What follows belongs to an exercise in optimizing a design on an open flow for small area; a production flow would make more cautious choices.
The RTL was checked by simulation tests, not by an equivalence proof against the original design.
No run shown here takes its clock network from TritonCTS; it comes from the design's own scripts or RTL.
The flow treats the clock pin as an ideal source. Dropping or thinning the clock tree relies on that and would not hold on a real chip.
No activity file was given, so power comes from the tool's default toggle rates.

==> design.v <==
module nexa433_classifier (
    input  wire       clk_i,
    input  wire       rst_i,
    input  wire       tick_i,
    input  wire       sample_i,
    output reg  [2:0] ev             
);
    localparam [2:0] EV_NONE = 3'd0, EV_INVALID = 3'd1, EV_HIGH_SHORT = 3'd2,
                     EV_LOW_SHORT = 3'd3, EV_LOW_LONG = 3'd4, EV_SYNC = 3'd5,
                     EV_PAUSE = 3'd6;
    reg [6:0] run_len;
    reg       run_lvl;
    reg       last_hs;
    reg [6:0] run_len_nxt;
    wire at_ceil = run_len[6] & run_len[2] & run_len[1];                  
    wire at_end  = run_len[5:0] == 6'b111011;                             
    wire is_ls   = run_len[6:3] == 4'b0000 && run_len[2] && (run_len[1] | run_len[0]);  
    wire is_ll   = run_len[5:3] == 3'b010 ? (run_len[2] & run_len[1])               
                 : run_len[5:3] == 3'b011 && !(run_len[2] | (run_len[1] & run_len[0]));  
    wire is_sync = run_len[5:3] == 3'b110 && !(run_len[2] & (run_len[1] | run_len[0]));  
    always @* begin
        ev = EV_NONE;
        if (sample_i != run_lvl)
            run_len_nxt = 7'd1;
        else if (at_ceil)
            run_len_nxt = run_len;
        else
            run_len_nxt = run_len + 7'd1;
        if (sample_i != run_lvl) begin
            if (sample_i) begin
                if (is_ls)
                    ev = EV_LOW_SHORT;
                else if (is_ll)
                    ev = EV_LOW_LONG;
                else if (is_sync)
                    ev = EV_SYNC;
            end
        end else if (sample_i) begin
            if (run_len >= 7'd5)
                ev = EV_INVALID;
            else if (run_len >= 7'd2 && !last_hs)
                ev = EV_HIGH_SHORT;
        end else begin
            if (at_ceil)
                ev = EV_INVALID;
            else if (at_end)
                ev = EV_PAUSE;
        end
    end
    always @(posedge clk_i) begin
        if (rst_i) begin
            run_len <= 7'd0;
            run_lvl <= 1'b0;
            last_hs <= 1'b0;
        end else if (tick_i) begin
            run_len <= run_len_nxt;
            run_lvl <= sample_i;
            if (ev != EV_NONE)
                last_hs <= (ev == EV_HIGH_SHORT);
        end
    end
endmodule
module nexa433_assembler (
    input  wire        clk_i,
    input  wire        rst_i,
    input  wire        tick_i,
    input  wire [2:0]  ev,
    output reg         raw_valid,    
    output wire [31:0] raw,          
    output reg  [1:0]  cause         
);
    localparam [2:0] EV_NONE = 3'd0, EV_INVALID = 3'd1, EV_HIGH_SHORT = 3'd2,
                     EV_LOW_SHORT = 3'd3, EV_LOW_LONG = 3'd4, EV_SYNC = 3'd5,
                     EV_PAUSE = 3'd6;
    reg [1:0]  win_cnt;
    reg        win_ok;       
    reg        win_bit;      
    reg [32:0] acc;          
    wire       mode = (win_cnt != 2'd0) || win_ok;    
    reg [1:0]  win_cnt_nxt;
    reg        win_ok_nxt;
    reg        win_bit_nxt;
    reg        clear;
    reg        shift;
    reg        q_ok;
    assign raw = acc[31:0];
    always @* begin
        win_cnt_nxt = win_cnt;
        win_ok_nxt  = win_ok;
        win_bit_nxt = win_bit;
        clear       = 1'b0;
        shift       = 1'b0;
        raw_valid   = 1'b0;
        cause       = 2'd0;
        q_ok        = win_ok && (win_bit ? (ev == EV_LOW_SHORT) : (ev == EV_LOW_LONG));
        if (!mode) begin
            if (ev == EV_SYNC) begin
                win_ok_nxt = 1'b1;
                clear      = 1'b1;
            end
        end else begin
            case (ev)
                EV_INVALID: begin
                    win_cnt_nxt = 2'd0;
                    win_ok_nxt  = 1'b0;
                    clear       = 1'b1;
                    cause       = 2'd1;
                end
                EV_SYNC: begin
                    win_cnt_nxt = 2'd0;
                    win_ok_nxt  = 1'b1;
                    clear       = 1'b1;
                end
                EV_HIGH_SHORT, EV_LOW_SHORT, EV_LOW_LONG: begin
                    win_cnt_nxt = win_cnt + 2'd1;
                    case (win_cnt)
                        2'd0: win_ok_nxt = (ev == EV_HIGH_SHORT);
                        2'd1: begin
                            win_ok_nxt  = win_ok && (ev != EV_HIGH_SHORT);
                            win_bit_nxt = (ev == EV_LOW_LONG);
                        end
                        2'd2: win_ok_nxt = win_ok && (ev == EV_HIGH_SHORT);
                        default: begin
                            if (!q_ok) begin
                                win_ok_nxt = 1'b0;
                                clear      = 1'b1;
                                cause      = 2'd2;
                            end else if (acc[32]) begin
                                win_ok_nxt = 1'b0;
                                clear      = 1'b1;
                                cause      = 2'd3;
                            end else begin
                                win_ok_nxt = 1'b1;
                                shift      = 1'b1;
                            end
                        end
                    endcase
                end
                EV_PAUSE: begin
                    if (acc[32]) begin
                        raw_valid   = 1'b1;
                        win_cnt_nxt = 2'd0;
                        win_ok_nxt  = 1'b0;
                        clear       = 1'b1;
                    end
                end
                default: ;
            endcase
        end
    end
    always @(posedge clk_i) begin
        if (rst_i) begin
            win_cnt <= 2'd0;
            win_ok  <= 1'b0;
            win_bit <= 1'b0;
        end else if (tick_i) begin
            win_cnt <= win_cnt_nxt;
            win_ok  <= win_ok_nxt;
            win_bit <= win_bit_nxt;
        end
    end
    always @(posedge clk_i) begin
        if (rst_i || (tick_i && clear))
            acc <= 33'd1;
        else if (tick_i && shift)
            acc <= {acc[31:0], win_bit};
    end
endmodule
module nexa433_filter (
    input  wire        clk_i,
    input  wire        rst_i,
    input  wire        tick_i,
    input  wire        raw_valid,
    input  wire [31:0] raw,
    input  wire [31:0] last_raw,     
    output wire        accept,       
    output wire        dup           
);
    localparam [12:0] CD_LOAD = 13'd8002;
    reg  [12:0] cd;
    wire        active = ~&cd[12:7];
    assign dup    = raw_valid && active && (raw == last_raw);
    assign accept = raw_valid && !dup;
    always @(posedge clk_i) begin
        if (rst_i)
            cd <= 13'h1fff;
        else if (tick_i) begin
            if (accept)
                cd <= CD_LOAD;
            else if (active)
                cd <= cd - 13'd1;
        end
    end
endmodule
module nexa433_decoder (
    input  wire        clk_i,
    input  wire        rst_i,
    input  wire        tick_i,
    input  wire        sample_i,
    output reg         ev_valid_o,
    output reg  [2:0]  ev_code_o,
    output reg         pkt_valid_o,
    output reg  [31:0] pkt_raw_o,
    output wire [25:0] device_id_o,
    output wire        group_o,
    output wire        on_off_o,
    output wire [1:0]  channel_o,
    output wire [1:0]  unit_o,
    output reg         dup_o,
    output reg  [1:0]  inv_o
);
    wire [2:0]  ev;
    wire        raw_valid;
    wire [31:0] raw;
    wire [1:0]  cause;
    wire        accept;
    wire        dup;
    nexa433_classifier u_classifier (
        .clk_i(clk_i), .rst_i(rst_i), .tick_i(tick_i), .sample_i(sample_i),
        .ev(ev)
    );
    nexa433_assembler u_assembler (
        .clk_i(clk_i), .rst_i(rst_i), .tick_i(tick_i), .ev(ev),
        .raw_valid(raw_valid), .raw(raw), .cause(cause)
    );
    nexa433_filter u_filter (
        .clk_i(clk_i), .rst_i(rst_i), .tick_i(tick_i),
        .raw_valid(raw_valid), .raw(raw), .last_raw(pkt_raw_o),
        .accept(accept), .dup(dup)
    );
    always @(posedge clk_i) begin
        if (rst_i) begin
            ev_valid_o  <= 1'b0;
            ev_code_o   <= 3'd0;
            pkt_valid_o <= 1'b0;
            dup_o       <= 1'b0;
            inv_o       <= 2'd0;
        end else if (tick_i) begin
            ev_valid_o  <= 1'b1;
            ev_code_o   <= ev;
            pkt_valid_o <= accept;
            dup_o       <= dup;
            inv_o       <= cause;
        end else begin
            ev_valid_o  <= 1'b0;
            pkt_valid_o <= 1'b0;
            dup_o       <= 1'b0;
            inv_o       <= 2'd0;
        end
    end
    always @(posedge clk_i) begin
        if (rst_i)
            pkt_raw_o <= 32'd0;
        else if (tick_i && raw_valid)
            pkt_raw_o <= raw;
    end
    assign device_id_o = pkt_raw_o[31:6];
    assign group_o     = pkt_raw_o[5];
    assign on_off_o    = pkt_raw_o[4];
    assign channel_o   = pkt_raw_o[3:2];
    assign unit_o      = pkt_raw_o[1:0];
endmodule
==> flow/run.sh <==
#!/bin/bash
# Standard ORFS layout with these changes:
#  - synthesis leaves adders to ABC and maps logic with an area-oriented ABC script
#    (flow/area.abc); the rest of the synthesis is the standard flow's own standard script, so
#    registers and names are unchanged;
#  - port buffers use the smallest buffer cell;
#  - the clock tree is built by flow/manual_cts.tcl (one root inverter driving five
#    leaf inverters, so the registers see the clock uninverted) in place of
#    clock_tree_synthesis; the rest of ORFS's CTS step
#    (legalisation, timing repair) runs as usual.
set -euo pipefail
WORK=$(pwd)
ABC_SCRIPT="$WORK/flow/area.abc"
{
  echo 'set ::env(ADDER_MAP_FILE) ""'
  echo "proc abc {args} { set i [lsearch \$args -script]; if {\$i >= 0} { lset args [expr {\$i + 1}] {$ABC_SCRIPT} }; yosys abc {*}\$args }"
  cat "$WORK/synth_recipe.tcl"
} > "$WORK/area_synth.tcl"
bash standard.sh \
  "SYNTH_SCRIPT=$WORK/area_synth.tcl" \
  "BUFFER_PORTS_ARGS=-buffer_cell sky130_fd_sc_hd__buf_1" \
  "PRE_CTS_TCL=$WORK/flow/manual_cts.tcl" \
  "MCTS_ROOT=sky130_fd_sc_hd__inv_4" \
  "MCTS_LEAF=sky130_fd_sc_hd__inv_8" \
  "MCTS_NLEAF=5" \
  "MCTS_ITERS=0" \
  finish > standard_flow.log 2>&1
==> flow/area.abc <==
strash
ifraig
scorr
dc2
strash
&get -n
&deepsyn -T 20
&put
amap
topo
==> flow/manual_cts.tcl <==
# Clock tree by hand, in place of clock_tree_synthesis: the clock port drives one
# root clock buffer (none when MCTS_ROOT is "none"), which drives MCTS_NLEAF leaf
# clock buffers (or the registers directly when MCTS_NLEAF is 0). The registers are split into groups by position
# (equal runs of the angle order around their centre, then MCTS_ITERS rounds of
# k-means with a size cap), and each leaf buffer sits at its group's centre.
# the signal input or output pin of a one-input cell (buffer or inverter)
proc mcts_pin {inst dir} {
  foreach it [$inst getITerms] {
    if { $dir eq "in" && [$it isInputSignal] } { return $it }
    if { $dir eq "out" && [$it isOutputSignal] } { return $it }
  }
  error "no $dir pin on [$inst getName]"
}

proc clock_tree_synthesis {args} {
  set root_cell $::env(MCTS_ROOT)
  set leaf_cell $::env(MCTS_LEAF)
  set nleaf $::env(MCTS_NLEAF)
  # inverting root and leaves must come in pairs so the registers see the clock
  # with its own polarity
  set inv_root [expr {[string match *inv* $root_cell]}]
  set inv_leaf [expr {$nleaf > 0 && [string match *inv* $leaf_cell]}]
  if { $inv_root != $inv_leaf } { error "clock tree would invert the clock" }
  set block [ord::get_db_block]
  set db [ord::get_db]
  set clk_net [$block findNet clk_i]
  # the register clock pins on the clock net, with their positions
  set sinks {}
  set xs 0.0; set ys 0.0
  foreach it [$clk_net getITerms] {
    if { ![$it isInputSignal] } { continue }
    set bb [[$it getInst] getBBox]
    set x [expr {([$bb xMin] + [$bb xMax]) / 2.0}]
    set y [expr {([$bb yMin] + [$bb yMax]) / 2.0}]
    lappend sinks [list $it $x $y]
    set xs [expr {$xs + $x}]; set ys [expr {$ys + $y}]
  }
  set n [llength $sinks]
  set cx [expr {$xs / $n}]; set cy [expr {$ys / $n}]

  foreach s $sinks { [lindex $s 0] disconnect }
  if { $root_cell eq "none" } {
    # the leaf buffers hang on the clock port's net itself
    set root_net $clk_net
  } else {
    set root [odb::dbInst_create $block [$db findMaster $root_cell] clkroot]
    $root setLocation [expr {int($cx)}] [expr {int($cy)}]
    $root setPlacementStatus PLACED
    set root_net [odb::dbNet_create $block clknet_root]
    $root_net setSigType CLOCK
    [mcts_pin $root in] connect $clk_net
    [mcts_pin $root out] connect $root_net
  }

  if { $nleaf == 0 } {
    foreach s $sinks { [lindex $s 0] connect $root_net }
  } else {
    # start from equal runs of the angle order around the centre
    set keyed {}
    foreach s $sinks {
      lappend keyed [list [expr {atan2([lindex $s 2] - $cy, [lindex $s 1] - $cx)}] {*}$s]
    }
    set keyed [lsort -real -index 0 $keyed]
    set centers {}
    for {set g 0} {$g < $nleaf} {incr g} {
      set lo [expr {$g * $n / $nleaf}]
      set hi [expr {($g + 1) * $n / $nleaf - 1}]
      set gx 0.0; set gy 0.0
      foreach k [lrange $keyed $lo $hi] {
        set gx [expr {$gx + [lindex $k 2]}]; set gy [expr {$gy + [lindex $k 3]}]
      }
      set m [expr {$hi - $lo + 1}]
      lappend centers [list [expr {$gx / $m}] [expr {$gy / $m}]]
      for {set si $lo} {$si <= $hi} {incr si} { set asg($si) $g }
    }
    # k-means rounds; each round assigns the nearest (sink, centre) pairs first,
    # with at most cap sinks per centre
    set cap [expr {int(ceil(1.15 * $n / $nleaf))}]
    for {set iter 0} {$iter < $::env(MCTS_ITERS)} {incr iter} {
      set pairs {}
      for {set si 0} {$si < $n} {incr si} {
        set k [lindex $keyed $si]
        for {set g 0} {$g < $nleaf} {incr g} {
          set c [lindex $centers $g]
          set d [expr {abs([lindex $k 2] - [lindex $c 0]) + abs([lindex $k 3] - [lindex $c 1])}]
          lappend pairs [list $d $si $g]
        }
      }
      set pairs [lsort -real -index 0 $pairs]
      array unset asg
      array unset cnt
      for {set g 0} {$g < $nleaf} {incr g} { set cnt($g) 0 }
      foreach p $pairs {
        lassign $p d si g
        if { [info exists asg($si)] || $cnt($g) >= $cap } { continue }
        set asg($si) $g
        incr cnt($g)
      }
      set newc {}
      for {set g 0} {$g < $nleaf} {incr g} {
        set gx 0.0; set gy 0.0; set m 0
        for {set si 0} {$si < $n} {incr si} {
          if { $asg($si) != $g } { continue }
          set k [lindex $keyed $si]
          set gx [expr {$gx + [lindex $k 2]}]; set gy [expr {$gy + [lindex $k 3]}]; incr m
        }
        if { $m > 0 } {
          lappend newc [list [expr {$gx / $m}] [expr {$gy / $m}]]
        } else {
          lappend newc [lindex $centers $g]
        }
      }
      set centers $newc
    }
    set leaf_master [$db findMaster $leaf_cell]
    for {set g 0} {$g < $nleaf} {incr g} {
      set c [lindex $centers $g]
      set leaf [odb::dbInst_create $block $leaf_master clkleaf_$g]
      $leaf setLocation [expr {int([lindex $c 0])}] [expr {int([lindex $c 1])}]
      $leaf setPlacementStatus PLACED
      set leaf_net [odb::dbNet_create $block clknet_leaf_$g]
      $leaf_net setSigType CLOCK
      [mcts_pin $leaf in] connect $root_net
      [mcts_pin $leaf out] connect $leaf_net
      for {set si 0} {$si < $n} {incr si} {
        if { $asg($si) == $g } { [lindex [lindex $keyed $si] 1] connect $leaf_net }
      }
    }
  }
  $clk_net setSigType CLOCK
  set_propagated_clock [all_clocks]
  puts "manual clock tree: $n sinks, root $root_cell, $nleaf leaves of $leaf_cell"
}
==> standard.sh <==
#!/bin/bash
# synth_recipe.tcl (not shown) runs the flow's synth.tcl, then flattens the netlist and writes it again
# the make line also repeats each setting of config.mk as NAME=value (left out here)
make -C /OpenROAD-flow-scripts/flow DESIGN_CONFIG=/design/flow/config.mk WORK_HOME=/design/flow/orfs CLKGATE_MAP_FILE= SYNTH_SCRIPT=/design/flow/synth_recipe.tcl "${@:-finish}"
==> config.mk <==
export PLATFORM = sky130hd
export DESIGN_NAME = nexa433_decoder
export DESIGN_NICKNAME = nexa433_decoder
export VERILOG_FILES = /design/flow/design.v
export SDC_FILE = /design/flow/constraint.sdc
export NUM_CORES = 4
export LEC_CHECK = 0
export CAP_MARGIN = 0
export CORE_MARGIN = 2
export CORE_UTILIZATION = 70
export PLACE_DENSITY = 0.75
export SLEW_MARGIN = 0
==> constraint.sdc <==
create_clock -name core_clock -period 10.0 [get_ports {clk_i}]
set_input_delay 2.0000 -clock core_clock [delete_from_list [all_inputs] [get_ports {clk_i}]]
set_output_delay 2.0000 -clock core_clock [all_outputs]
set_load 0.01 [all_outputs]
==> flow_metrics.env, run 1 <==
export IMPL_status="finished clean"
export IMPL_synthesis_nets=459
export IMPL_use_met1_pct=37.2
export IMPL_synth_top_cell_by_area="dfxtp_1"
export IMPL_tightestPinTransition_ns=1.20
export IMPL_synthCells=455
export IMPL_dr_total_vias=3468
export IMPL_use_met2_pct=49.4
export IMPL_grt_use_met3_pct=2.16
export IMPL_p_leak_nw=1.40
export IMPL_clkTransAtPathRegs_ns=0.09
export IMPL_gp_congestion=0.902
export IMPL_rr_endpoint="u_assembler.acc[18]$_SDFFE_PP0P_"
export IMPL_timing_critical_path_buf_inv=7
export IMPL_yosys_cell_types_count=31
export IMPL_yosys_warnings=4
export IMPL_r2r_cells=14
export IMPL_min_from="u_filter.cd[3]$_SDFFE_PP1P_"
export IMPL_synth_top_cells_by_area="dfxtp_1, o22ai_1, clkinv_1"
export IMPL_start_util_pct=72.1
export IMPL_cp_startpoint="tick_i"
export IMPL_layout_nets=511
export IMPL_dieArea_mm2=0.00625
export IMPL_drtPass1Iterations=4
export IMPL_fp_coreArea_mm2=0.00547
export IMPL_async_flop_share_pct=0
export IMPL_slew_headroom_pct=19.7
export IMPL_critical_path_arrival_ns=5.71
export IMPL_post_drt_wl_per_cell_um=15.3
export IMPL_syn_cell_area_mm2=0.00395
export IMPL_cts_setup_buffers=0
export IMPL_endpoint_kind="flip-flop"
export IMPL_grt_pass1_vias=2903
export IMPL_cp_start_kind="primary input"
export IMPL_drc=0
export IMPL_rows=27
export IMPL_grt_total_usage_pct=27.6
export IMPL_synth_edf_count=0
export IMPL_area_growth_pct=5.11
export IMPL_die_h_um=79.1
export IMPL_whs_endpoint="u_filter.cd[3]$_SDFFE_PP1P_"
export IMPL_setup_tns_ns=0
export IMPL_hold_depth=2
export IMPL_cpMaxStageDelayCell="or3_1"
export IMPL_avgSynthCellArea_um2=8.67
export IMPL_holdBufCountCts=0
export IMPL_r2r_slack_ns=6.19
export IMPL_critical_path_top_delay_family="simple AND/OR/NAND/NOR gates"
export IMPL_final_area_mm2=0.00415
export IMPL_antenna_found_initial=0
export IMPL_finalWirelength_um=8850
export IMPL_setup_violations=0
export IMPL_io_buffers=75
export IMPL_die_w_um=79.1
export IMPL_max_freq_mhz=179
export IMPL_viasPerCell=6.01
export IMPL_drt_iter0_drc=182
export IMPL_grt_busiest_layer="met2"
export IMPL_total_power_mw=0.567
export IMPL_final_hold_viol_count=0
export IMPL_drive_above_1_share_pct=1.39
export IMPL_reg2reg_from="u_classifier.run_len[5]$_SDFFE_PP0P_"
export IMPL_ioPinCount=76
export IMPL_ys_seq_area_share_pct=50.2
export IMPL_crit_chain="buf_1 > clkinv_1 > nor3_1 > clkinv_1 > nor2_1 > clkinv_1 > or3_1 > or3_1 > or3_1 > nor2_1 > clkinv_1 > nor2_1 > clkinv_1 > nor2_1 > clkinv_1 > nor2_1 > nor2_1 > a2111o_1"
export IMPL_maxSlewViolCount=0
export IMPL_yosysMostFrequentCell="dfxtp_1"
export IMPL_synth_commonest_cells="dfxtp_1, o22ai_1, clkinv_1"
export IMPL_grt_pass1_wl_um=14200
export IMPL_slowest_delay_ns=0.43
export IMPL_rsz0062_at_grt="no"
export IMPL_min_period_over_period_pct=55.7
export IMPL_synth_top_cell_area_share_pct=50.2
export IMPL_required_ns=10.13
export IMPL_timing_final_crit_period_ns=5.57
export IMPL_cts_resized=0
export IMPL_grt_max_degree=36
export IMPL_drv_cap=0
export IMPL_vdd_drop_max_v=0.000106
export IMPL_clock_latency_ns=0.25
export IMPL_synth_seq_cells=99
export IMPL_gr_total_overflow=0
export IMPL_dp_hpwl_um=6360
export IMPL_worstSetupPathType="in -> reg"
export IMPL_min_path_type="reg -> reg"
export IMPL_diodes=0
export IMPL_fin_worst_skew_ns=0.0161
export IMPL_postPlaceCellArea_mm2=0.00408
export IMPL_ys_flop_type="dfxtp_1"
export IMPL_placed_cells=571
export IMPL_drtAntennaViolNets=0
export IMPL_p_per_area_mw_per_mm2=137
export IMPL_cp_max_fo=11
export IMPL_fin_cells=577
==> layout make-up <==
class	count	area [um^2]
multi-input cells	232	1380
fillers	420	1330
flip-flops and latches	99	1980
inverters	98	408
repair buffers	76	289
well taps	72	90.1
==> per-stage QoR <==
stage | util [%] | hold WS [ns] | worst slack (ns)
after CTS | 75.8 | 0.489 | 4.41
after global placement | 74.6 | 0.470 | 4.35
after global routing | 75.8 | 0.516 | 4.01
after floorplan | - | 0.447 | 4.82
final | 75.8 | 0.490 | 4.43
after detailed placement | 74.6 | 0.476 | 4.15
==> logic make-up after synthesis <==
kind of cell / share of synthesized area, %
buffers and inverters: 14.8
DFF: 50.2
and+or+nand+nor: 10.8
AOI/OAI and AO/OA: 24.2
==> power breakdown <==
part / switching, mW / internal (mW)
Combinational: 0.0133 / 0.00429
Clock: 0.133 / 0.0192
Sequential: 0.00130 / 0.396
==> cells in the final DEF, fill, tap and decap left out <==
| master | netlist | final |
|---|---|---|
| dfxtp_1 | 99 | 99 |
| o22ai_1 | 95 | 95 |
| clkinv_1 | 92 | 92 |
| buf_1 | 0 | 75 |
| nor2_1 | 33 | 33 |
| nand2_1 | 14 | 14 |
| or4_1 | 11 | 11 |
| a21oi_1 | 11 | 11 |
| o21ai_0 | 10 | 10 |
| or3_1 | 10 | 10 |
| nor3_1 | 7 | 7 |
| a2111o_1 | 7 | 7 |
| a31oi_1 | 7 | 7 |
| inv_8 | 0 | 5 |
| o221ai_1 | 3 | 3 |
| or2_0 | 3 | 3 |
| nor2b_1 | 2 | 2 |
| nand3_1 | 2 | 2 |
| a22oi_1 | 2 | 2 |
| o211ai_1 | 2 | 2 |
| o21a_1 | 2 | 2 |
| a2111oi_0 | 1 | 1 |
| o31ai_1 | 1 | 1 |
| and3_1 | 1 | 1 |
| a211o_1 | 1 | 1 |
| nand4_1 | 1 | 1 |
| nand3b_1 | 1 | 1 |
| nor4_1 | 1 | 1 |
| a311oi_1 | 1 | 1 |
| a31o_1 | 1 | 1 |
| a221oi_1 | 1 | 1 |
| o22a_1 | 1 | 1 |
| inv_4 | 0 | 1 |
| buf_4 | 32 | 1 |
==> metal layers <==
| layer | part of all wire (%) | routed length [um] |
|---|---|---|
| met1 | 43 | 3830 |
| met2 | 49 | 4380 |
| met3 | 5.6 | 500 |
| met4 | 1.7 | 149 |
| met5 | 0 | 0 |
==> tightest hold or removal path, delay by kind of cell (launching register included) <==
family	cells	cell delay (ns)
AND/OR/NAND/NOR	1	0.05
flip-flops	1	0.32
AO/OA/AOI/OAI	1	0.08
==> registers in the layout, summed over array words and instances (netlist names), 2 cells and up <==
register and flops:
ev_code_o 3, u_assembler.win_cnt 2, pkt_raw_o 32, u_filter.cd 13, u_assembler.acc 33, inv_o 2
u_classifier.run_len 7
==> worst max path at each step <==
stage,endpoint,slack [ns],depth (start not counted)
final,u_filter.cd[12]$_SDFFE_PP1P_,4.43,18
after global routing,u_filter.cd[12]$_SDFFE_PP1P_,4.01,18
after CTS,u_filter.cd[12]$_SDFFE_PP1P_,4.41,18
after detailed placement,u_filter.cd[12]$_SDFFE_PP1P_,4.15,18
after global placement,u_filter.cd[12]$_SDFFE_PP1P_,4.35,18
after floorplan,u_filter.cd[12]$_SDFFE_PP1P_,4.82,17
==> run 2: changes to the inputs <==
--- a/design.v
+++ b/design.v
@@ -10,21 +10,21 @@
                      EV_PAUSE = 3'd6;
-    reg [6:0] run_len;
-    reg       run_lvl;
+    reg [6:0] run;
     reg       last_hs;
-    reg [6:0] run_len_nxt;
-    wire at_ceil = run_len[6] & run_len[2] & run_len[1];                  
-    wire at_end  = run_len[5:0] == 6'b111011;                             
-    wire is_ls   = run_len[6:3] == 4'b0000 && run_len[2] && (run_len[1] | run_len[0]);  
-    wire is_ll   = run_len[5:3] == 3'b010 ? (run_len[2] & run_len[1])               
-                 : run_len[5:3] == 3'b011 && !(run_len[2] | (run_len[1] & run_len[0]));  
-    wire is_sync = run_len[5:3] == 3'b110 && !(run_len[2] & (run_len[1] | run_len[0]));  
+    reg [6:0] run_nxt;
+    wire high    = &run[6:3];                                             
+    wire at_ceil = run[6] & run[2] & run[1];                              
+    wire at_end  = run[5:0] == 6'b111011;                                 
+    wire is_ls   = run[6:3] == 4'b0000 && run[2] && (run[1] | run[0]);   
+    wire is_ll   = run[5:3] == 3'b010 ? (run[2] & run[1])                 
+                 : run[5:3] == 3'b011 && !(run[2] | (run[1] & run[0]));  
+    wire is_sync = run[5:3] == 3'b110 && !(run[2] & (run[1] | run[0]));  
     always @* begin
         ev = EV_NONE;
-        if (sample_i != run_lvl)
-            run_len_nxt = 7'd1;
+        if (sample_i != high)
+            run_nxt = {{4{sample_i}}, 3'b001};     
         else if (at_ceil)
-            run_len_nxt = run_len;
+            run_nxt = run;
         else
-            run_len_nxt = run_len + 7'd1;
-        if (sample_i != run_lvl) begin
+            run_nxt = run + 7'd1;
+        if (sample_i != high) begin
             if (sample_i) begin
@@ -38,5 +38,5 @@
         end else if (sample_i) begin
-            if (run_len >= 7'd5)
+            if (run[2] & run[0] | run[2] & run[1])        
                 ev = EV_INVALID;
-            else if (run_len >= 7'd2 && !last_hs)
+            else if ((run[1] | run[2]) && !last_hs)       
                 ev = EV_HIGH_SHORT;
@@ -51,8 +51,6 @@
         if (rst_i) begin
-            run_len <= 7'd0;
-            run_lvl <= 1'b0;
+            run     <= 7'd0;
             last_hs <= 1'b0;
         end else if (tick_i) begin
-            run_len <= run_len_nxt;
-            run_lvl <= sample_i;
+            run <= run_nxt;
             if (ev != EV_NONE)
--- a/flow/run.sh
+++ b/flow/run.sh
@@ -24,3 +24,3 @@
   "MCTS_LEAF=sky130_fd_sc_hd__inv_8" \
-  "MCTS_NLEAF=5" \
+  "MCTS_NLEAF=4" \
   "MCTS_ITERS=0" \
--- a/flow/manual_cts.tcl
+++ b/flow/manual_cts.tcl
@@ -1,6 +1,9 @@
 # Clock tree by hand, in place of clock_tree_synthesis: the clock port drives one
-# root clock buffer (none when MCTS_ROOT is "none"), which drives MCTS_NLEAF leaf
-# clock buffers (or the registers directly when MCTS_NLEAF is 0). The registers are split into groups by position
-# (equal runs of the angle order around their centre, then MCTS_ITERS rounds of
-# k-means with a size cap), and each leaf buffer sits at its group's centre.
+# root cell MCTS_ROOT ("none" for no root), which drives MCTS_NLEAF leaf cells
+# MCTS_LEAF (or the registers directly when MCTS_NLEAF is 0). Root and leaves are
+# both buffers or both inverters, so the registers see the clock uninverted. The
+# registers are split into groups by position (equal runs of the angle order
+# around their centre, then MCTS_ITERS rounds of k-means with a size cap), and
+# each leaf sits at its group's centre.
+
 # the signal input or output pin of a one-input cell (buffer or inverter)
--- a/config.mk
+++ b/config.mk
@@ -9,4 +9,4 @@
 export CORE_MARGIN = 2
-export CORE_UTILIZATION = 70
-export PLACE_DENSITY = 0.75
+export CORE_UTILIZATION = 80
+export PLACE_DENSITY = 0.9
 export SLEW_MARGIN = 0
==> flow_metrics.env, run 2 <==
export IMPL_status="finished clean"
export IMPL_antenna_found_initial=0
export IMPL_synth_top_cell_by_area="dfxtp_1"
export IMPL_grt_pass1_wl_um=14700
export IMPL_p_leak_nw=1.38
export IMPL_drtPass1Iterations=7
export IMPL_synth_top_cell_area_share_pct=50.3
export IMPL_drv_cap=0
export IMPL_synth_edf_count=0
export IMPL_die_w_um=73.8
export IMPL_synth_seq_cells=98
export IMPL_setup_tns_ns=0
export IMPL_tightestPinTransition_ns=1.14
export IMPL_drtAntennaViolNets=0
export IMPL_largest_register_ff_count=33
export IMPL_whs_ns=0.480
export IMPL_yosysMostFrequentCell="dfxtp_1"
export IMPL_clock_latency_ns=0.23
export IMPL_area_growth_pct=5.10
export IMPL_min_path_type="reg -> reg"
export IMPL_grt_max_degree=37
export IMPL_min_period_over_period_pct=57.6
export IMPL_grt_total_usage_pct=33.8
export IMPL_syn_cell_area_mm2=0.00390
export IMPL_diodes=0
export IMPL_dieArea_mm2=0.00545
export IMPL_slew_headroom_pct=24.0
export IMPL_rows=25
export IMPL_avgSynthCellArea_um2=8.61
export IMPL_rsz0062_at_grt="no"
export IMPL_final_hold_viol_count=0
export IMPL_viasPerCell=6.44
export IMPL_synth_top_cells_by_area="dfxtp_1, o22ai_1, clkinv_1"
export IMPL_reg2reg_from="u_filter.cd[10]$_SDFFE_PP1P_"
export IMPL_cp_start_kind="primary input"
export IMPL_final_cell_mix="dfxtp_1, o22ai_1, clkinv_1"
export IMPL_timing_final_crit_period_ns=5.76
export IMPL_synth_commonest_cells="dfxtp_1, o22ai_1, clkinv_1"
export IMPL_regMostFlops="u_assembler.acc"
export IMPL_fin_worst_skew_ns=0.00678
export IMPL_post_drt_wl_per_cell_um=16.8
export IMPL_drive_above_1_share_pct=1.59
export IMPL_drt_iter0_drc=342
export IMPL_min_from="u_classifier.last_hs$_SDFFE_PP0P_"
export IMPL_final_common_cell="dfxtp_1"
export IMPL_gr_total_overflow=0
export IMPL_yosys_cell_types_count=30
export IMPL_endpoint_kind="flip-flop"
export IMPL_synthesis_nets=457
export IMPL_finalWirelength_um=9570
export IMPL_drc=0
export IMPL_die_h_um=73.8
export IMPL_clkTransAtPathRegs_ns=0.12
export IMPL_dr_total_vias=3675
export IMPL_largest_registers="u_assembler.acc (33), pkt_raw_o (32), u_filter.cd (13)"
export IMPL_synthCells=453
export IMPL_fp_coreArea_mm2=0.00472
export IMPL_cp_max_fo=11
export IMPL_worstSetupPathType="in -> reg"
export IMPL_ys_flop_type="dfxtp_1"
export IMPL_cts_setup_buffers=0
export IMPL_layout_nets=510
export IMPL_critical_path_arrival_ns=5.89
export IMPL_maxSlewViolCount=0
export IMPL_async_flop_share_pct=0
export IMPL_yosys_warnings=4
export IMPL_grt_pass1_vias=3102
export IMPL_required_ns=10.13
export IMPL_io_buffers=75
export IMPL_p_per_area_mw_per_mm2=136
export IMPL_cp_startpoint="tick_i"
export IMPL_ys_seq_area_share_pct=50.3
export IMPL_setup_violations=0
export IMPL_dp_hpwl_um=6910
export IMPL_cts_resized=0
export IMPL_vdd_drop_max_v=0.000112
export IMPL_holdBufCountCts=0
export IMPL_ioPinCount=76
export IMPL_start_util_pct=82.6
export IMPL_max_freq_mhz=174
export IMPL_gp_congestion=0.926
[run 2: critical path, stage by stage]
cell      delay, ns
buf_1          0.22
clkinv_1       0.31
or3_1          0.51
nor2_1         0.16
clkinv_1       0.09
or3_1          0.40
or3_1          0.44
or3_1          0.41
nor2_1         0.17
clkinv_1       0.12
nor2_1         0.15
clkinv_1       0.11
nor2_1         0.15
clkinv_1       0.10
nor2_1         0.17
a21oi_1        0.09
or3_1          0.29
[run 2: kinds of logic (layout without fill, tap and decap cells)]
logic type | count (synthesis) | in the layout | synth area share, %
simple gates | 91 | 91 | 11.6
buf+inv | 121 | 172 | 14.7
flops | 98 | 98 | 50.3
compound gates | 143 | 143 | 23.4
[run 2: per-stage QoR]
stage          total power, mW  instance area (um^2)  std cells  utilization [%]  setup WS [ns]
2_1_floorplan            0.415                  3900        453                -           4.72
3_3_place_gp             0.421                  4050        566             85.7           4.31
3_5_place_dp             0.422                  4050        566             85.7           4.04
4_1_cts                  0.554                  4100        571             86.8           4.31
5_1_grt                  0.569                  4100        571             86.8           3.90
6_report                 0.556                  4100        571             86.8           4.24
[run 2: worst paths after layout]
kind | endpoint | slack [ns] | cells past startpoint
hold / removal | u_classifier.last_hs$_SDFFE_PP0P_ | 0.48 | 2
setup reg to reg | u_filter.cd[12]$_SDFFE_PP1P_ | 6.11 | 17
setup / recovery | u_filter.cd[12]$_SDFFE_PP1P_ | 4.24 | 17
hold reg to reg | u_classifier.last_hs$_SDFFE_PP0P_ | 0.48 | 2
[run 2: routing by layer]
layer | up-vias | global-route usage [%] | wire length, um
met4 | 0 | 8.28 | 238
met3 | 38 | 4.53 | 901
met1 | 1670 | 47.5 | 3960
li1 | 1714 | - | -
met5 | - | 0 | 0
met2 | 253 | 55.4 | 4470
[run 2: layout make-up]
cell class / instances / area [um^2]
Fill cell: 254 / 622
Inverter: 94 / 385
Multi-Input combinational cell: 234 / 1370
Sequential cell: 98 / 1960
Tap cell: 67 / 83.8
Timing Repair Buffer: 78 / 304
[run 2: power by group]
group / internal, mW / total, mW / switching, mW
registers: 0.393 / 0.395 / 0.00279
clock network: 0.0162 / 0.143 / 0.126
logic: 0.00461 / 0.0181 / 0.0135
==> run 3: changes to the inputs <==
--- a/flow/run.sh
+++ b/flow/run.sh
@@ -24,3 +24,3 @@
   "MCTS_LEAF=sky130_fd_sc_hd__inv_8" \
-  "MCTS_NLEAF=4" \
+  "MCTS_NLEAF=5" \
   "MCTS_ITERS=0" \
--- a/config.mk
+++ b/config.mk
@@ -9,4 +9,4 @@
 export CORE_MARGIN = 2
-export CORE_UTILIZATION = 80
-export PLACE_DENSITY = 0.9
+export CORE_UTILIZATION = 70
+export PLACE_DENSITY = 0.75
 export SLEW_MARGIN = 0
==> flow_metrics.env, run 3 <==
export IMPL_drv_cap=0
export IMPL_dr_total_vias=3548
export IMPL_die_w_um=78.7
export IMPL_largest_register_ff_count=33
export IMPL_clkTransAtPathRegs_ns=0.10
export IMPL_yosys_cell_types_count=30
export IMPL_setup_violations=0
export IMPL_r2r_slack_ns=6.14
export IMPL_cp_start_kind="primary input"
export IMPL_synthMuxAreaShare_pct=0
export IMPL_pre_cts_ws_ns=4.06
export IMPL_layout_nets=511
export IMPL_use_met1_pct=44.0
export IMPL_yosys_warnings=4
export IMPL_synthSimpleGateAreaFrac_pct=11.6
export IMPL_clock_latency_ns=0.25
export IMPL_p_per_area_mw_per_mm2=137
export IMPL_io_buffers=75
export IMPL_total_power_mw=0.565
export IMPL_slew_headroom_pct=26.0
export IMPL_synth_compound_area_share_pct=23.4
export IMPL_vdd_drop_max_v=0.000112
export IMPL_slowest_delay_ns=0.49
export IMPL_fp_coreArea_mm2=0.00544
export IMPL_timing_critical_path_buf_inv=6
export IMPL_synth_commonest_cells="dfxtp_1, o22ai_1, clkinv_1"
export IMPL_min_period_over_period_pct=56.9
export IMPL_yosysMostFrequentCell="dfxtp_1"
export IMPL_cp_max_fo=11
export IMPL_postPlaceCellArea_mm2=0.00406
export IMPL_viasPerCell=6.15
export IMPL_final_cell_mix="dfxtp_1, o22ai_1, clkinv_1"
export IMPL_required_ns=10.14
export IMPL_gr_total_overflow=0
export IMPL_rsz0062_at_grt="no"
export IMPL_max_freq_mhz=176
export IMPL_critical_path_arrival_ns=5.83
export IMPL_antenna_found_initial=0
export IMPL_start_util_pct=71.8
export IMPL_grt_busiest_layer="met2"
export IMPL_area_growth_pct=5.55
export IMPL_avgSynthCellArea_um2=8.61
export IMPL_min_path_type="reg -> reg"
export IMPL_gp_congestion=0.907
export IMPL_synth_edf_count=0
export IMPL_ioPinCount=76
export IMPL_setup_tns_ns=0
export IMPL_synth_top_cell_area_share_pct=50.3
export IMPL_post_drt_wl_per_cell_um=15.7
export IMPL_drtPass1Iterations=5
export IMPL_synthAdderAreaFrac_pct=0
export IMPL_ys_seq_area_share_pct=50.3
export IMPL_dp_hpwl_um=6600
export IMPL_worstSetupPathType="in -> reg"
export IMPL_whs_ns=0.463
export IMPL_cts_resized=0
export IMPL_setup_slack_ns=4.31
export IMPL_cpMaxStageDelayCell="or3_1"
export IMPL_cts_setup_buffers=0
export IMPL_drtAntennaViolNets=0
export IMPL_rows=27
export IMPL_synth_xor_xnor_area_share_pct=0
export IMPL_die_h_um=78.7
export IMPL_drt_iter0_drc=358
export IMPL_ys_flop_type="dfxtp_1"
export IMPL_dieArea_mm2=0.00619
export IMPL_synth_top_family_by_area="compound AO/OA/AOI/OAI gates"
export IMPL_drc=0
export IMPL_fin_worst_skew_ns=0.0119
export IMPL_synthCells=453
export IMPL_placed_cells=571
export IMPL_crit_chain="buf_1 > clkinv_1 > or3_1 > nor2_1 > clkinv_1 > or3_1 > or3_1 > or3_1 > nor2_1 > clkinv_1 > nor2_1 > clkinv_1 > nor2_1 > clkinv_1 > nor2_1 > a21oi_1 > or3_1"
export IMPL_grt_use_met3_pct=3.33
export IMPL_largest_registers="u_assembler.acc (33), pkt_raw_o (32), u_filter.cd (13)"
export IMPL_p_leak_nw=1.39
export IMPL_grt_pass1_wl_um=14600
export IMPL_synth_top_cell_by_area="dfxtp_1"
export IMPL_synth_seq_cells=98
export IMPL_finalWirelength_um=9060
export IMPL_grt_max_degree=37
export IMPL_synthesis_nets=457
export IMPL_critical_path_top_delay_family="simple AND/OR/NAND/NOR gates"
export IMPL_status="finished clean"
export IMPL_use_met2_pct=45.6
export IMPL_holdBufCountCts=0
export IMPL_diodes=0
export IMPL_drive_above_1_share_pct=1.78
export IMPL_async_flop_share_pct=0
export IMPL_synth_top_cells_by_area="dfxtp_1, o22ai_1, clkinv_1"
export IMPL_final_common_cell="dfxtp_1"
export IMPL_timing_final_crit_period_ns=5.69
export IMPL_regMostFlops="u_assembler.acc"
export IMPL_endpoint_kind="flip-flop"
export IMPL_tightestPinTransition_ns=1.11
export IMPL_grt_pass1_vias=3009
export IMPL_final_hold_viol_count=0
export IMPL_final_area_mm2=0.00412
export IMPL_fin_util_pct=75.7
export IMPL_fin_cells=577
export IMPL_maxSlewViolCount=0
export IMPL_grt_total_usage_pct=28.8
export IMPL_syn_cell_area_mm2=0.00390
[run 3: cell counts after synthesis]
Identical to the previous run, type by type.
[run 3: report_power, final]
group / switching (mW) / internal (mW)
Combinational: 0.0134 / 0.00461
Clock: 0.133 / 0.0192
Sequential: 0.00269 / 0.393
[run 3: cells by family (layout without fill, tap and decap cells)]
logic type	after synthesis	in the layout
AOI/OAI and AO/OA	143	143
buffers and inverters	121	173
DFF	98	98
and+or+nand+nor	91	91
[run 3: area by class of cell]
type / instances / area (um^2)
inverters: 95 / 397
flip-flops and latches: 98 / 1960
fillers: 432 / 1320
well taps: 72 / 90.1
multi-input cells: 234 / 1370
repair buffers: 78 / 304
[run 3: path summary, 6_finish.rpt]
kind	startpoint	endpoint	cells past startpoint
worst max-delay path	tick_i	u_filter.cd[12]$_SDFFE_PP1P_	17
worst min register to register	u_classifier.last_hs$_SDFFE_PP0P_	u_classifier.last_hs$_SDFFE_PP0P_	2
worst min-delay path	u_classifier.last_hs$_SDFFE_PP0P_	u_classifier.last_hs$_SDFFE_PP0P_	2
worst max register to register	u_filter.cd[10]$_SDFFE_PP1P_	u_filter.cd[12]$_SDFFE_PP1P_	17
[run 3: worst reg2reg max path: stages, from the launching register on]
cell and delay [ns]:
dfxtp_1 0.34, nand4_1 0.10, nor2_1 0.08, or3_1 0.40, nor2_1 0.16, clkinv_1 0.09, or3_1 0.40, or3_1 0.42
or3_1 0.41, nor2_1 0.16, clkinv_1 0.10, nor2_1 0.14, clkinv_1 0.11, nor2_1 0.17, clkinv_1 0.11, nor2_1 0.17
a21oi_1 0.09, or3_1 0.29
[run 3: layer usage]
| layer | vias to the layer above | wire length (um) |
|---|---|---|
| met4 | 0 | 74 |
| met2 | 173 | 4240 |
| li1 | 1712 | - |
| met3 | 8 | 753 |
| met5 | - | 0 |
| met1 | 1655 | 3990 |
==> run 4: changes to the inputs <==
--- a/flow/run.sh
+++ b/flow/run.sh
@@ -23,4 +23,4 @@
   "MCTS_ROOT=sky130_fd_sc_hd__inv_4" \
-  "MCTS_LEAF=sky130_fd_sc_hd__inv_8" \
-  "MCTS_NLEAF=5" \
+  "MCTS_LEAF=sky130_fd_sc_hd__inv_6" \
+  "MCTS_NLEAF=6" \
   "MCTS_ITERS=0" \
==> flow_metrics.env, run 4 <==
export IMPL_syn_cell_area_mm2=0.00390
export IMPL_maxSlewViolCount=0
export IMPL_dieArea_mm2=0.00619
export IMPL_setup_violations=0
export IMPL_antenna_found_initial=0
export IMPL_setup_tns_ns=0
export IMPL_synthCells=453
export IMPL_cp_startpoint="tick_i"
export IMPL_avgSynthCellArea_um2=8.61
export IMPL_synth_commonest_cells="dfxtp_1, o22ai_1, clkinv_1"
export IMPL_dp_hpwl_um=6600
export IMPL_max_freq_mhz=175
export IMPL_grt_pass1_vias=3060
export IMPL_cts_setup_buffers=0
export IMPL_cts_resized=0
export IMPL_drc=0
export IMPL_ys_flop_type="dfxtp_1"
export IMPL_p_leak_nw=1.39
export IMPL_io_buffers=75
export IMPL_grt_max_degree=37
export IMPL_ioPinCount=76
export IMPL_final_common_cell="dfxtp_1"
export IMPL_dr_total_vias=3535
export IMPL_min_period_over_period_pct=57.0
export IMPL_die_h_um=78.7
export IMPL_critical_path_arrival_ns=5.84
export IMPL_cp_start_kind="primary input"
export IMPL_holdBufCountCts=0
export IMPL_gp_congestion=0.907
export IMPL_start_util_pct=71.8
export IMPL_post_drt_wl_per_cell_um=15.7
export IMPL_finalWirelength_um=9060
export IMPL_yosysMostFrequentCell="dfxtp_1"
export IMPL_p_per_area_mw_per_mm2=136
export IMPL_rr_endpoint="u_filter.cd[12]$_SDFFE_PP1P_"
export IMPL_endpoint_kind="flip-flop"
export IMPL_async_flop_share_pct=0
export IMPL_whs_endpoint="u_classifier.last_hs$_SDFFE_PP0P_"
export IMPL_clkTransAtPathRegs_ns=0.11
export IMPL_synthesis_nets=457
export IMPL_worstSetupPathType="in -> reg"
export IMPL_critical_path_top_delay_family="simple AND/OR/NAND/NOR gates"
export IMPL_whs_ns=0.462
export IMPL_path_depth=17
export IMPL_yosys_warnings=4
export IMPL_rows=27
export IMPL_drtAntennaViolNets=0
export IMPL_die_w_um=78.7
export IMPL_grt_pass1_wl_um=14600
export IMPL_synth_top_cell_by_area="dfxtp_1"
export IMPL_largest_registers="u_assembler.acc (33), pkt_raw_o (32), u_filter.cd (13)"
export IMPL_regMostFlops="u_assembler.acc"
export IMPL_drt_iter0_drc=269
export IMPL_reg2reg_from="u_filter.cd[10]$_SDFFE_PP1P_"
export IMPL_drv_cap=0
export IMPL_seqPwrFrac_pct=70.5
export IMPL_clock_latency_ns=0.24
export IMPL_vdd_drop_max_v=0.0000966
export IMPL_gr_total_overflow=0
export IMPL_largest_register_ff_count=33
export IMPL_final_hold_viol_count=0
export IMPL_slowest_delay_ns=0.49
export IMPL_fp_coreArea_mm2=0.00544
export IMPL_yosys_cell_types_count=30
export IMPL_final_cell_mix="dfxtp_1, o22ai_1, clkinv_1"
export IMPL_fin_worst_skew_ns=0.00944
export IMPL_drive_above_1_share_pct=1.98
export IMPL_cpMaxStageDelayCell="or3_1"
export IMPL_rsz0062_at_grt="no"
export IMPL_viasPerCell=6.12
export IMPL_synth_top_cells_by_area="dfxtp_1, o22ai_1, clkinv_1"
export IMPL_area_growth_pct=5.45
export IMPL_layout_nets=512
export IMPL_crit_chain="buf_1 > clkinv_1 > or3_1 > nor2_1 > clkinv_1 > or3_1 > or3_1 > or3_1 > nor2_1 > clkinv_1 > nor2_1 > clkinv_1 > nor2_1 > clkinv_1 > nor2_1 > a21oi_1 > or3_1"
export IMPL_cp_max_fo=11
export IMPL_diodes=0
export IMPL_min_from="u_classifier.last_hs$_SDFFE_PP0P_"
export IMPL_grt_total_usage_pct=28.8
export IMPL_r2r_slack_ns=6.14
export IMPL_pwr_share_comb_pct=3.2
export IMPL_timing_final_crit_period_ns=5.70
export IMPL_tightestPinTransition_ns=1.14
export IMPL_timing_critical_path_buf_inv=6
export IMPL_status="finished clean"
export IMPL_synth_top_cell_area_share_pct=50.3
export IMPL_hold_depth=2
export IMPL_power_switching_share_pct=26.1
export IMPL_ys_seq_area_share_pct=50.3
export IMPL_power_switching_mw=0.146
export IMPL_synth_seq_cells=98
export IMPL_r2r_cells=17
export IMPL_synth_edf_count=0
export IMPL_slew_headroom_pct=23.6
export IMPL_min_path_type="reg -> reg"
export IMPL_p_int_mw=0.414
export IMPL_required_ns=10.14
export IMPL_drtPass1Iterations=5
export IMPL_clock_power_share_pct=26.3
run 4: cells by family after synthesis:
group | count (synthesis) | share of synthesized area, %
buffers and inverters | 121 | 14.7
AOI/OAI and AO/OA | 143 | 23.4
and+or+nand+nor | 91 | 11.6
DFF | 98 | 50.3
run 4: layout make-up:
class | count | area, um^2
Multi-Input combinational cell | 234 | 1370
Inverter | 96 | 393
Timing Repair Buffer | 78 | 304
Fill cell | 440 | 1320
Sequential cell | 98 | 1960
Tap cell | 72 | 90.1
run 4: power groups by stage:
| stage | Sequential, mW | Clock [mW] | Combinational [mW] |
|---|---|---|---|
| 2_1_floorplan | 0.403 | 0 | 0.0114 |
| 3_5_place_dp | 0.404 | 0 | 0.0176 |
| 4_1_cts | 0.395 | 0.150 | 0.0177 |
| 5_1_grt | 0.396 | 0.162 | 0.0201 |
| 6_report | 0.395 | 0.147 | 0.0180 |
| 3_3_place_gp | 0.404 | 0 | 0.0173 |
run 4: metrics by stage:
stage	setup slack, ns	std cells	cell area, um^2	util [%]	power [mW]
6_report	4.30	578	4120	75.7	0.560
5_1_grt	3.94	578	4120	75.7	0.578
4_1_cts	4.33	578	4120	75.7	0.563
3_5_place_dp	4.06	571	4060	74.6	0.421
3_3_place_gp	4.29	571	4060	74.6	0.421
2_1_floorplan	4.72	453	3900	-	0.415
run 4: worst max path at each step:
stage / to / slack, ns
after detailed placement: u_filter.cd[12]$_SDFFE_PP1P_ / 4.06
after global routing: u_filter.cd[12]$_SDFFE_PP1P_ / 3.94
after global placement: u_filter.cd[12]$_SDFFE_PP1P_ / 4.29
final: u_filter.cd[12]$_SDFFE_PP1P_ / 4.30
after floorplan: u_filter.cd[12]$_SDFFE_PP1P_ / 4.72
after CTS: u_filter.cd[12]$_SDFFE_PP1P_ / 4.33
run 4: layer usage:
metal	vias to the layer above	part of all wire (%)	GRT usage, %
li1	1713	-	-
met1	1659	45	44.1
met5	-	0	0
met4	0	1.4	3.33
met2	149	46	45.5
met3	14	7.6	2.76
run 4: tightest hold or removal path, cell delays in order (launching register included):
cell and delay [ns]:
dfxtp_1 0.32, nand2_1 0.05, a21oi_1 0.05
==> run 5: changes to the inputs <==
--- a/flow/run.sh
+++ b/flow/run.sh
@@ -6,3 +6,3 @@
 #  - port buffers use the smallest buffer cell;
-#  - the clock tree is built by flow/manual_cts.tcl (one root inverter driving five
+#  - the clock tree is built by flow/manual_cts.tcl (one root inverter driving six
 #    leaf inverters, so the registers see the clock uninverted) in place of
==> flow_metrics.env, run 5 <==
export IMPL_slew_headroom_pct=23.6
export IMPL_min_path_type="reg -> reg"
export IMPL_status="finished clean"
export IMPL_slowest_delay_ns=0.49
export IMPL_power_switching_mw=0.146
export IMPL_dp_hpwl_um=6600
export IMPL_p_int_mw=0.414
export IMPL_rows=27
export IMPL_clkTransAtPathRegs_ns=0.11
export IMPL_drt_iter0_drc=269
export IMPL_min_from="u_classifier.last_hs$_SDFFE_PP0P_"
export IMPL_yosysMostFrequentCell="dfxtp_1"
export IMPL_grt_pass1_wl_um=14600
export IMPL_die_w_um=78.7
export IMPL_cp_max_fo=11
export IMPL_post_drt_wl_per_cell_um=15.7
export IMPL_tightestPinTransition_ns=1.14
export IMPL_async_flop_share_pct=0
export IMPL_holdBufCountCts=0
export IMPL_whs_endpoint="u_classifier.last_hs$_SDFFE_PP0P_"
export IMPL_synth_top_cell_area_share_pct=50.3
export IMPL_drv_cap=0
export IMPL_synthesis_nets=457
export IMPL_critical_path_arrival_ns=5.84
export IMPL_clock_power_share_pct=26.3
export IMPL_ioPinCount=76
export IMPL_timing_critical_path_buf_inv=6
export IMPL_gp_congestion=0.907
export IMPL_ys_seq_area_share_pct=50.3
export IMPL_max_freq_mhz=175
export IMPL_drive_above_1_share_pct=1.98
export IMPL_synthCells=453
export IMPL_critical_path_top_delay_family="simple AND/OR/NAND/NOR gates"
export IMPL_ys_flop_type="dfxtp_1"
export IMPL_grt_pass1_vias=3060
export IMPL_power_switching_share_pct=26.1
export IMPL_cp_start_kind="primary input"
export IMPL_start_util_pct=71.8
export IMPL_total_power_mw=0.560
export IMPL_min_period_over_period_pct=57.0
export IMPL_timing_final_crit_period_ns=5.70
export IMPL_synth_commonest_cells="dfxtp_1, o22ai_1, clkinv_1"
export IMPL_antenna_found_initial=0
export IMPL_pwr_share_comb_pct=3.2
export IMPL_reg2reg_from="u_filter.cd[10]$_SDFFE_PP1P_"
export IMPL_hold_depth=2
export IMPL_cts_resized=0
export IMPL_gr_total_overflow=0
export IMPL_drtPass1Iterations=5
export IMPL_grt_max_degree=37
export IMPL_clock_latency_ns=0.24
export IMPL_grt_total_usage_pct=28.8
export IMPL_avgSynthCellArea_um2=8.61
export IMPL_viasPerCell=6.12
export IMPL_area_growth_pct=5.45
export IMPL_seqPwrFrac_pct=70.5
export IMPL_endpoint_kind="flip-flop"
export IMPL_final_cell_mix="dfxtp_1, o22ai_1, clkinv_1"
export IMPL_io_buffers=75
export IMPL_final_hold_viol_count=0
export IMPL_die_h_um=78.7
export IMPL_setup_tns_ns=0
export IMPL_largest_register_ff_count=33
export IMPL_fin_worst_skew_ns=0.00944
export IMPL_worstSetupPathType="in -> reg"
export IMPL_r2r_cells=17
export IMPL_dieArea_mm2=0.00619
export IMPL_p_per_area_mw_per_mm2=136
export IMPL_dr_total_vias=3535
export IMPL_syn_cell_area_mm2=0.00390
export IMPL_yosys_cell_types_count=30
export IMPL_final_common_cell="dfxtp_1"
export IMPL_p_leak_nw=1.39
export IMPL_cts_setup_buffers=0
export IMPL_cpMaxStageDelayCell="or3_1"
export IMPL_path_depth=17
export IMPL_rsz0062_at_grt="no"
export IMPL_nFillCells=440
export IMPL_largest_registers="u_assembler.acc (33), pkt_raw_o (32), u_filter.cd (13)"
export IMPL_r2r_slack_ns=6.14
export IMPL_drc=0
export IMPL_fp_coreArea_mm2=0.00544
export IMPL_synth_edf_count=0
export IMPL_vdd_drop_max_v=0.0000966
export IMPL_setup_violations=0
export IMPL_maxSlewViolCount=0
export IMPL_finalWirelength_um=9060
export IMPL_yosys_warnings=4
export IMPL_rr_endpoint="u_filter.cd[12]$_SDFFE_PP1P_"
export IMPL_layout_nets=512
export IMPL_diodes=0
export IMPL_synth_seq_cells=98
export IMPL_drtAntennaViolNets=0
export IMPL_crit_chain="buf_1 > clkinv_1 > or3_1 > nor2_1 > clkinv_1 > or3_1 > or3_1 > or3_1 > nor2_1 > clkinv_1 > nor2_1 > clkinv_1 > nor2_1 > clkinv_1 > nor2_1 > a21oi_1 > or3_1"
export IMPL_regMostFlops="u_assembler.acc"
export IMPL_synth_top_cell_by_area="dfxtp_1"
export IMPL_synth_top_cells_by_area="dfxtp_1, o22ai_1, clkinv_1"
export IMPL_required_ns=10.14
## run 5: cell counts after synthesis
No cell type changed its count.
## run 5: how the worst max path moves through the flow
stage | startpoint | to | slack [ns]
after floorplan | tick_i | u_filter.cd[12]$_SDFFE_PP1P_ | 4.72
after global placement | tick_i | u_filter.cd[12]$_SDFFE_PP1P_ | 4.29
after detailed placement | tick_i | u_filter.cd[12]$_SDFFE_PP1P_ | 4.06
after CTS | tick_i | u_filter.cd[12]$_SDFFE_PP1P_ | 4.33
after global routing | tick_i | u_filter.cd[12]$_SDFFE_PP1P_ | 3.94
final | tick_i | u_filter.cd[12]$_SDFFE_PP1P_ | 4.30
## run 5: per-layer routing
metal / GRT usage (%) / share of wire [%] / vias to the layer above
li1: - / - / 1713
met5: 0 / 0 / -
met2: 45.5 / 46 / 149
met3: 2.76 / 7.6 / 14
met4: 3.33 / 1.4 / 0
met1: 44.1 / 45 / 1659
## run 5: layout make-up
class | count | area (um^2) | area share, %
multi-input cells | 234 | 1370 | 33.2
repair buffers | 78 | 304 | 7.39
flip-flops and latches | 98 | 1960 | 47.7
well taps | 72 | 90.1 | 2.19
inverters | 96 | 393 | 9.55
## run 5: cell families after synthesis
group | share of synthesized area (%)
AOI/OAI and AO/OA | 23.4
DFF | 50.3
and+or+nand+nor | 11.6
buffers and inverters | 14.7
## run 5: metrics by stage
| step | instance area, um^2 | hold WS [ns] | util, % | instances | setup WS (ns) |
|---|---|---|---|---|---|
| after floorplan | 3900 | 0.427 | - | 453 | 4.72 |
| after global placement | 4060 | 0.446 | 74.6 | 571 | 4.29 |
| after detailed placement | 4060 | 0.448 | 74.6 | 571 | 4.06 |
| after CTS | 4120 | 0.464 | 75.7 | 578 | 4.33 |
| after global routing | 4120 | 0.515 | 75.7 | 578 | 3.94 |
| final | 4120 | 0.462 | 75.7 | 578 | 4.30 |
## run 5: power groups by stage
stage	Combinational (mW)	Clock [mW]	Sequential, mW
after detailed placement	0.0176	0	0.404
after CTS	0.0177	0.150	0.395
after floorplan	0.0114	0	0.403
after global placement	0.0173	0	0.404
final	0.0180	0.147	0.395
after global routing	0.0201	0.162	0.396
## run 5: worst reg2reg max path, stage by stage, from the launching register on
cell	delay [ns]
dfxtp_1	0.35
nand4_1	0.10
nor2_1	0.08
or3_1	0.40
nor2_1	0.16
clkinv_1	0.10
or3_1	0.40
or3_1	0.42
or3_1	0.41
nor2_1	0.16
clkinv_1	0.10
nor2_1	0.14
clkinv_1	0.11
nor2_1	0.17
clkinv_1	0.11
nor2_1	0.17
a21oi_1	0.09
or3_1	0.30

==> afterwards: timing with drivers on the ports <==
The results above use ideal ports. As a check the final layouts listed here were re-extracted and re-timed, cells and wires unchanged. Step 1: set_driving_cell puts a clkbuf_16 on clk_i and a buf_2 on each other input, an assumption about the parent block. Step 2 also shifts input and output timing later by t, the mid clock arrival at the registers, as if the neighbouring blocks saw the same clock. Three values: ideal ports, drivers, drivers and shift; two values: the first two.
run	t (ns)	setup WS [ns]	slew at the worst register clock pin (ns)
run 1	0.279	4.428 / 4.439 / 4.160	0.11 / 0.11
run 2	0.266	4.237 / 4.249 / 3.984	0.12 / 0.12
run 3	0.278	4.308 / 4.319 / 4.041	0.11 / 0.10
run 4	0.270	4.300 / 4.312 / 4.042	0.11 / 0.11
run 5	0.270	4.300 / 4.312 / 4.042	0.11 / 0.11
After both steps setup and hold are still met in every run listed. The setup slack of run 1, which loses most, moves by +0.011 ns with the drivers and by -0.268 ns with both steps.
